Background: an optimization exercise with open tools, aiming at small area, a short achievable clock period and few clock cycles. Do not read the settings as production practice. At most, simulation tests tie the RTL to the original design; equivalence was not proved. Power figures rest on the tool's default switching activity, not on a simulated workload.

## hufdec
module hufdec (
    input  wire        clk,
    input  wire        rst,           
    input  wire        cmd_valid,
    output wire        cmd_ready,
    input  wire [1:0]  cmd_op,        
    input  wire [23:0] cmd_arg,
    output reg         out_valid,
    input  wire        out_ready,
    output reg         out_end,       
    output wire [7:0]  out_data,
    output wire [1:0]  out_reason     
);
  localparam W = 22;                  
  localparam CW = 5;
  localparam [1:0] OP_START = 2'd0, OP_BYTE = 2'd1, OP_END = 2'd2;
  reg          rdy;                   
  reg          s_v;                   
  reg  [1:0]   s_op;
  reg  [23:0]  s_arg;
  reg          run;                   
  reg  [W-1:0] bbuf;                  
  reg  [CW-1:0] cnt;
  reg  [23:0]  rem;
  reg          rem1;
  reg          out_lim;               
  reg  [7:0]   o_data;                
  reg          k_v, k_end, k_lim;     
  reg  [7:0]   k_data;
  assign cmd_ready  = rdy;
  assign out_data   = o_data;
  assign out_reason = o_data[1:0];
  wire [11:0] t = bbuf[W-1:W-12];
  wire c2, c3, c4, c6, c8, c11, c12;
  hufdec_len u_len (.t(t), .c2(c2), .c3(c3), .c4(c4), .c6(c6), .c8(c8), .c11(c11), .c12(c12));
  wire [7:0] sym;
  wire       eos;
  hufdec_val u_val (.t(t), .c3(c3), .c4(c4), .c6(c6), .c8(c8), .c11(c11), .c12(c12),
                    .val(sym), .eos(eos));
  wire en   = run & ~k_v;
  wire g2   = en & c2  & (cnt >= 2);
  wire g3   = en & c3  & (cnt >= 3);
  wire g4   = en & c4  & (cnt >= 4);
  wire g6   = en & c6  & (cnt >= 6);
  wire g8   = en & c8  & (cnt >= 8);
  wire g11  = en & c11 & (cnt >= 11);
  wire g12  = en & c12 & (cnt >= 12);
  wire go   = g2 | g3 | g4 | g6 | g8 | g11 | g12;
  ...
For scale: roughly 780 cells after synthesis, ~100 flip-flops.
==> module hufdec, before the edit <==
module hufdec (
    input  wire        clk,
    input  wire        rst,           
    input  wire        cmd_valid,
    output wire        cmd_ready,
    input  wire [1:0]  cmd_op,        
    input  wire [23:0] cmd_arg,
    output reg         out_valid,
    input  wire        out_ready,
    output reg         out_end,       
    output wire [7:0]  out_data,
    output wire [1:0]  out_reason     
);
  localparam W = 22;                  
  localparam CW = 5;
  localparam [1:0] OP_START = 2'd0, OP_BYTE = 2'd1, OP_END = 2'd2;
  reg          rdy;                   
  reg          s_v;                   
  reg  [1:0]   s_op;
  reg  [23:0]  s_arg;
  reg          run;                   
  reg  [W-1:0] bbuf;                  
  reg  [CW-1:0] cnt;
  reg  [23:0]  rem;
  reg          rem1;
  reg          out_lim;               
  reg  [7:0]   o_data;                
  reg          k_v, k_end, k_lim;     
  reg  [7:0]   k_data;
  assign cmd_ready  = rdy;
  assign out_data   = o_data;
  assign out_reason = o_data[1:0];
  wire [11:0] t = bbuf[W-1:W-12];
  wire c2, c3, c4, c6, c8, c11, c12;
  hufdec_len u_len (.t(t), .c2(c2), .c3(c3), .c4(c4), .c6(c6), .c8(c8), .c11(c11), .c12(c12));
  wire [7:0] sym;
  wire       eos;
  hufdec_val u_val (.t(t), .c3(c3), .c4(c4), .c6(c6), .c8(c8), .c11(c11), .c12(c12),
                    .val(sym), .eos(eos));
  wire en   = run & ~k_v;
  wire g2   = en & c2  & (cnt >= 2);
  wire g3   = en & c3  & (cnt >= 3);
  wire g4   = en & c4  & (cnt >= 4);
  wire g6   = en & c6  & (cnt >= 6);
  wire g8   = en & c8  & (cnt >= 8);
  wire g11  = en & c11 & (cnt >= 11);
  wire g12  = en & c12 & (cnt >= 12);
  wire go   = g2 | g3 | g4 | g6 | g8 | g11 | g12;
  wire drained = ~run | ~((c2 & (cnt >= 2)) | (c3 & (cnt >= 3)) | (c4 & (cnt >= 4)) |
                         (c6 & (cnt >= 6)) | (c8 & (cnt >= 8)) | (c11 & (cnt >= 11)) |
                         (c12 & (cnt >= 12)));
  wire s_start = s_v & (s_op == OP_START);
  wire s_byte  = s_v & (s_op == OP_BYTE);
  wire s_end   = s_v & (s_op == OP_END);
  wire ctl_ok  = drained & ~k_v;
  wire do_start = s_start & ctl_ok;
  wire do_end   = s_end & ctl_ok;
  wire room     = (cnt <= W - 8);    
  wire do_byte  = s_byte & room;
  wire s_done   = s_byte ? room : (s_start | s_end) ? ctl_ok : 1'b1;
  wire n_zero   = (s_arg == 24'd0);
  wire sym_byte = go & ~eos;
  wire stop     = (go & eos) | (sym_byte & rem1) | (do_end & run);
  wire [W-1:0] ins = do_byte ? ({s_arg[7:0], {(W-8){1'b0}}} >> cnt) : {W{1'b0}};
  wire [W-1:0] bm  = bbuf | ins;
  wire keep = ~go & ~do_start;
  wire [W-1:0] bbuf_n = ({W{keep}} & bm)        | ({W{g2}}  & (bm << 2))  |
                        ({W{g3}}  & (bm << 3))  | ({W{g4}}  & (bm << 4))  |
                        ({W{g6}}  & (bm << 6))  | ({W{g8}}  & (bm << 8))  |
                        ({W{g11}} & (bm << 11)) | ({W{g12}} & (bm << 12));
  wire [CW-1:0] ci = do_byte ? cnt + 5'd8 : cnt;
  wire [CW-1:0] cnt_d = ({CW{keep}} & ci)          | ({CW{g2}}  & (ci - 5'd2)) |
                        ({CW{g3}}  & (ci - 5'd3))  | ({CW{g4}}  & (ci - 5'd4)) |
                        ({CW{g6}}  & (ci - 5'd6))  | ({CW{g8}}  & (ci - 5'd8)) |
                        ({CW{g11}} & (ci - 5'd11)) | ({CW{g12}} & (ci - 5'd12));
  wire run_n = do_start ? ~n_zero : (run & ~stop);
  wire [CW-1:0] cnt_n = run_n ? cnt_d : {CW{1'b0}};
  wire       push   = go | (do_start & n_zero) | (do_end & run);
  wire       p_end  = ~sym_byte;
  wire       p_lim  = sym_byte & rem1;
  wire [7:0] p_data = sym_byte ? sym : {6'd0, go ? 2'd2 : do_end ? 2'd3 : 2'd1};
  wire out_take = out_valid & out_ready;
  wire out_free = ~out_valid | out_ready;
  wire fire = cmd_valid & rdy;
  wire s_v_n = fire | (s_v & ~s_done);
  wire [1:0] s_op_n = fire ? cmd_op : s_op;
  wire s_ctl_n = s_v_n & ~s_op_n[0];   
  wire s_byte_n = s_v_n & (s_op_n == OP_BYTE);
  wire k_v_n = out_take & out_lim ? k_v | push :
               out_free ? (k_v & push) : (k_v | push);
  wire fits_n = ~run_n | do_start | (keep & (ci <= W - 8)) | (g2 & (ci <= W - 6)) |
                (g3 & (ci <= W - 5)) | (g4 & (ci <= W - 4)) | (g6 & (ci <= W - 2)) |
                g8 | g11 | g12;
  wire rdy_n = s_ctl_n ? (~run_n & ~k_v_n) :
               s_byte_n ? fits_n : 1'b1;
  always @(posedge clk) begin
    if (rst) begin
      rdy       <= 1'b1;
      s_v       <= 1'b0;
      run       <= 1'b0;
      cnt       <= {CW{1'b0}};
      out_valid <= 1'b0;
      k_v       <= 1'b0;
    end else begin
      rdy <= rdy_n;
      s_v <= s_v_n;
      run <= run_n;
      cnt <= cnt_n;
      k_v <= k_v_n;
      if (out_take & out_lim)
        out_valid <= 1'b1;
      else if (out_free)
        out_valid <= k_v | push;
    end
    s_op <= s_op_n;
    if (rdy) s_arg <= cmd_arg;
    bbuf <= bbuf_n;
    if (do_start) begin
      rem  <= s_arg;
      rem1 <= (s_arg == 24'd1);
    end else if (sym_byte) begin
      rem  <= rem - 24'd1;
      rem1 <= (rem == 24'd2);
    end
    if (rst) begin
      out_end <= 1'b0;
      out_lim <= 1'b0;
      o_data  <= 8'h00;
    end else if (out_take & out_lim) begin
      out_end     <= 1'b1;
      out_lim     <= 1'b0;
      o_data[1:0] <= 2'd1;
    end else if (out_free) begin
      if (k_v) begin
        out_end <= k_end;
        out_lim <= k_lim;
        o_data  <= k_data;
      end else begin
        out_end <= p_end;
        out_lim <= p_lim;
        o_data  <= p_data;
      end
    end
    if (push) begin
      k_end  <= p_end;
      k_lim  <= p_lim;
      k_data <= p_data;
    end
  end
endmodule
clock: 10.0 ns
lec_check: 0
abc_area: 1
cap_margin: 20
core_margin: 2
core_utilization: 40
slew_margin: 20
standard.sh (not shown) runs the stock make flow with config.mk's settings and CLKGATE_MAP_FILE= SYNTH_SCRIPT=/design/flow/synth_recipe.tcl, a recipe that flattens the netlist after the stock synthesis.
==> flow/flow/run.sh <==
#!/bin/bash
# Layout flow: the standard flow (standard.sh, ORFS synthesis to finish)
# with these changes, all inside synthesis mapping and timing repair:
#  - ABC maps the logic with flow/abc_area.script in place of ORFS's
#    abc_area.script; yosys's passes and the flip-flop mapping are the
#    standard ones, so the registers are the same
#  - no full-adder extraction before ABC (ADDER_MAP_FILE empty)
#  - repair_timing keeps MARGIN ns of setup slack on the 10 ns clock, so it
#    sizes and buffers for a shorter achieved period
# The clock, I/O delays and all other constraints are the design's own.
# Logs: standard.log here, each ORFS step's log under orfs/logs.
set -euo pipefail
W=$PWD
F=$W/flow
MARGIN=7.2
# ORFS's synth.tcl with the abc call given our script
sed "s#log_cmd abc {\*}\$abc_args#lset abc_args 1 $F/abc_area.script; log_cmd abc {*}\$abc_args#" \
  "$FLOW_HOME/scripts/synth.tcl" > "$W/synth_abc.tcl"
grep -q "lset abc_args 1" "$W/synth_abc.tcl"
# The standard flow's synthesis script, sourcing that copy
sed "s#source \$::env(SCRIPTS_DIR)/synth.tcl#source $W/synth_abc.tcl#" "$W/synth_recipe.tcl" > "$W/synth_top.tcl"
grep -q "synth_abc.tcl" "$W/synth_top.tcl"
bash standard.sh SYNTH_SCRIPT="$W/synth_top.tcl" ADDER_MAP_FILE= \
  SETUP_SLACK_MARGIN=$MARGIN finish > standard.log 2>&1
==> flow/flow/abc_area.script <==
strash
dc2
dch -f
map
topo
stime -c
buffer -c
upsize -c
dnsize -c
Then changed:
--- a/flow/design.v
+++ b/flow/design.v
@@ -154,9 +154,5 @@
       rem1 <= (rem == 24'd2);
     end
-    if (rst) begin
-      out_end <= 1'b0;
-      out_lim <= 1'b0;
-      o_data  <= 8'h00;
-    end else if (out_take & out_lim) begin
+    if (out_take & out_lim) begin
       out_end     <= 1'b1;
       out_lim     <= 1'b0;
The changed run went through all stages and came out clean.
Utilization came out lower by 3.3 points.
First-iteration DRC count came out lower by 8.0%.
Synthesized area came out higher by about 2%.
Power came out lower by about 4%.
Fmax came out higher by about 1.1%.
Setup slack improves by 0.031 ns.
Final area came out lower by 3.4%.
Sequential power came out lower by about 2%.
Testbench counts after the change, summed over its fixed seeds: cycles 52,649.
No functional check of the RTL was part of the first run of this note.

## port drivers added, routing unchanged
Ports are ideal in the flow. The routed layouts listed here were re-timed in OpenROAD.
Step 1 (the two cells are an assumption about what drives the block):
set clk [get_ports {clk}]
set_driving_cell -lib_cell sky130_fd_sc_hd__clkbuf_16 $clk
set_driving_cell -lib_cell sky130_fd_sc_hd__buf_2 [delete_from_list [all_inputs] $clk]
Step 2 also shifts input and output timing later by t, the mid clock arrival at the registers, as if the neighbouring blocks saw the same clock.
Slacks: ideal / step 1 / step 2; pairs: ideal / step 1.
run	t, ns	setup slack, ns	hold slack, ns	worst setup path at the end
the first run	0.404	7.089 / 7.089 / 6.685	0.471 / 0.471 / 0.471	input to register
the second run	0.399	7.121 / 7.078 / 6.830	0.478 / 0.478 / 0.478	input to register
After both steps every run listed still meets setup and hold. The setup slack of the first run, which loses most, moves by 0.000 ns with the drivers and by -0.404 ns with both steps.
